From an optimization exercise on the open Yosys and OpenROAD flow, aimed at small area, a short achievable clock period and few clock cycles per item; shortcuts taken in it are not production practice.
Function was checked by simulation only, so behaviour that the tests miss may differ from the original.
Power figures rest on the tool's default switching activity, not on a simulated workload.

// upb_freq_codec
module upb_freq_codec (
    input             clk,
    input             rst,           
    input             in_valid,
    output            in_ready,
    input      [3:0]  in_op,         
    input             in_layout,     
    input      [31:0] in_freq,
    input      [31:0] in_fcint,
    input      [31:0] in_fcfrac,
    input      [15:0] in_dreg0,
    input      [15:0] in_dreg1,
    output            out_valid,
    output     [3:0]  out_fcause,    
    output     [31:0] out_freq,
    output     [7:0]  out_fcint,
    output     [23:0] out_fcfrac,
    output     [15:0] out_dreg0,
    output     [15:0] out_dreg1
);
Size: ~1200 cells after synthesis, ~62 flip-flops, roughly 240 I/O pins, about 8600 um2 of cells after synthesis.
clock: 11.0 ns
lec_check: 0
cap_margin: 20
core_margin: 2
core_utilization: 45
slew_margin: 20
standard.sh (not shown) runs the stock make flow with config.mk's settings and CLKGATE_MAP_FILE= SYNTH_SCRIPT=/design/flow/synth_recipe.tcl, a recipe that flattens the netlist after the stock synthesis.
==> flow/flow/run.sh <==
#!/bin/bash
# Standard ORFS layout (standard.sh), with the port buffers made of the smallest buffer
# and timing repair aiming below the clock period. Each step's output goes to its own log.
set -euo pipefail
export BUFFER_PORTS_ARGS="-buffer_cell sky130_fd_sc_hd__buf_1"
if [[ -f flow/margin.txt ]]; then export SETUP_SLACK_MARGIN=$(cat flow/margin.txt); fi
bash standard.sh synth > synth.log 2>&1
bash standard.sh floorplan > floorplan.log 2>&1
bash standard.sh place > place.log 2>&1
bash standard.sh cts > cts.log 2>&1
bash standard.sh route > route.log 2>&1
bash standard.sh finish > finish.log 2>&1
==> flow/flow/margin.txt <==
7.1
Testbench counts at the start, summed over its fixed seeds: cycles 12,458, items 2,400.
Next try:
==> flow/flow/margin.txt (replaced) <==
7.0
--- a/flow/config.mk
+++ b/flow/config.mk
@@ -8,4 +8,6 @@
 export CAP_MARGIN = 20
 export CORE_MARGIN = 2
-export CORE_UTILIZATION = 45
+export CORE_UTILIZATION = 55
+export CTS_CLUSTER_DIAMETER = 150
+export CTS_CLUSTER_SIZE = 32
 export SLEW_MARGIN = 20
Outcome: Non-clock buffer count is lower by 18; design area is lower by 2.6%; global-route usage is higher by 4.8 points; setup slack gets worse by 67 ps.
Next try:
==> flow/flow/margin.txt (replaced) <==
6.7
--- a/flow/config.mk
+++ b/flow/config.mk
@@ -8,6 +8,4 @@
 export CAP_MARGIN = 20
 export CORE_MARGIN = 2
-export CORE_UTILIZATION = 55
-export CTS_CLUSTER_DIAMETER = 150
-export CTS_CLUSTER_SIZE = 32
+export CORE_UTILIZATION = 45
 export SLEW_MARGIN = 20
Synthesized area is unchanged.
Power falls by 3.7%.
Critical path depth does not change.

* * *

Another version of the RTL of upb_freq_codec (not shown whole).
Size: roughly 1,300 cells after synthesis, about 97 flip-flops, ~240 I/O pins, about 9600 um2 of cells after synthesis.
==> flow/design.v (excerpt) <==
module upb_freq_codec (
    input             clk,
    input             rst,           
    input             in_valid,
    output            in_ready,
    input      [3:0]  in_op,         
    input             in_layout,     
    input      [31:0] in_freq,
    input      [31:0] in_fcint,
    input      [31:0] in_fcfrac,
    input      [15:0] in_dreg0,
    input      [15:0] in_dreg1,
    output            out_valid,
    output     [3:0]  out_fcause,    
    output     [31:0] out_freq,
    output     [7:0]  out_fcint,
    output     [23:0] out_fcfrac,
    output     [15:0] out_dreg0,
    output     [15:0] out_dreg1
);
    localparam [31:0] F_MIN = 32'd775_000_000;
    localparam [31:0] F_MAX = 32'd1_100_000_000;
    reg          busy;       
    reg          rdy;        
    reg          mode;       
    reg  [2:0]   cnt;
    reg  [18:0]  rem;        
    reg  [31:0]  S;          
    reg          ov;
    reg  [2:0]   fc;
    reg  [31:0]  O;          
    reg  [2:0]   fco;        
    reg          qpend;      
    reg          f31;        
    assign in_ready = rdy;
    assign out_valid = ov;
    assign out_fcause = {1'b0, fco};
    wire hz = (in_op == 4'hB);
    wire rh = (in_op == 4'hC);
    wire st = (in_op == 4'hD);
    wire rs = (in_op == 4'hE);
    wire a_bad = (|in_fcint[31:6]) || (|in_fcfrac[31:19]);
    wire b_bad = (|in_fcint[31:8]) || (|in_fcfrac[31:24]);
    wire r_flt = (rh & a_bad) | (st & (in_layout ? a_bad : b_bad));
    wire ill   = ~(hz | rh | st | rs);
    wire go    = hz | rh;
    wire [1:0] p0_dec = {{1{1'b0}}, 1'b1} << in_fcfrac[0:0];
    wire [18:0] p0;
    assign p0[0] = |(p0_dec & 2'h2);
    assign p0[1] = 1'b0;
    assign p0[2] = 1'b0;
    assign p0[3] = |(p0_dec & 2'h2);
    assign p0[4] = 1'b0;
    assign p0[5] = 1'b0;
    assign p0[6] = |(p0_dec & 2'h2);
    assign p0[7] = 1'b0;
    assign p0[8] = 1'b0;
    assign p0[9] = |(p0_dec & 2'h2);
    assign p0[10] = |(p0_dec & 2'h3);
  ...
clock: 11.0 ns
lec_check: 0
cap_margin: 20
core_margin: 2
core_utilization: 55
slew_margin: 20
tns_end_percent: 20
==> flow/flow/margin.txt <==
7.2
Scripts as last shown in full above: flow/flow/run.sh
Testbench counts at the start, summed over its fixed seeds: cycles 10,791, items 2,400.
Edit:
Settings changed: CORE_UTILIZATION 55 to 50, TNS_END_PERCENT 20 to not set.
Power climbs by 2.6%.
Cell count climbs by 3.0%.
Global-route usage drops by 2.6 points.
Count of clock-buffer cells in the layout does not change.
Edit:
==> flow/flow/margin.txt (replaced) <==
7.0
Settings changed: CORE_UTILIZATION 50 to 55, GPL_ROUTABILITY_DRIVEN set to 0.
=>
- maximum frequency drops by 6.4%
- worst setup slack gets worse by 0.26 ns
- sequential share of layout area climbs by 1.0 points
- count of clock-buffer cells in the layout does not change
- final area went down by 5.6%
- power went down by 4.2%
- die area drops by 8.8%
- routed wire length went down by 4.3%
- utilization increases by 1.9 points
- critical path depth decreases by 4
Edit:
Settings changed: CAP_MARGIN 20 to 0, GPL_ROUTABILITY_DRIVEN 0 to not set, SLEW_MARGIN 20 to 0.
Synthesized area stays the same.
Cell area falls by 0.36%.
Non-clock buffer count shrinks by 1.
Count of clock-buffer cells in the layout does not change.
Global-route usage increases by 0.25 points.
Wire length came out lower by 1.4%.
Worst setup slack gets better by 0.21 ns.
Fmax is higher by 5.4%.
Power shrinks by about 0.8%.

==> what the ideal ports hide <==
In the flow no input, the clock included, has a driving cell. The finished layouts below were timed again as built, in two steps.
Step 1 sets driving cells, clkbuf_16 on the clock port and buf_2 on the other inputs (assumed; they add their load-dependent delay and slew).
Step 2, shift: input delay + t, output delay - t, t = (earliest + latest rising clock arrival at the registers) / 2. This alone moves slack from input paths to output paths.
a / b / c = no drivers / after step 1 / after step 2; a / b = the first two.
run	t (ns)	setup slack, ns	worst setup path after step 2	clock arrival spread, ns	slew at the worst register clock pin (ns)
the first run of note 1	0.403	7.205 / 7.205 / 6.855	input to register	0.015 / 0.014	0.07 / 0.07
the second run of note 1	0.389	7.138 / 7.138 / 6.817	input to register	0.012 / 0.012	0.07 / 0.07
the third run of note 1	0.395	6.908 / 6.908 / 6.577	input to register	0.008 / 0.008	0.06 / 0.06
the first run of note 2	0.404	7.153 / 7.153 / 6.910	input to register	0.022 / 0.022	0.09 / 0.09
the second run of note 2	0.396	7.190 / 7.190 / 6.922	input to register	0.021 / 0.020	0.09 / 0.09
the third run of note 2	0.402	6.930 / 6.930 / 6.753	input to register	0.025 / 0.025	0.09 / 0.09
the fourth run of note 2	0.396	7.140 / 7.140 / 6.784	input to register	0.015 / 0.015	0.08 / 0.08
After both steps every run listed still meets setup and hold. The setup slack of the fourth run of note 2, which loses most, moves by 0.000 ns with the drivers and by -0.356 ns with both steps.
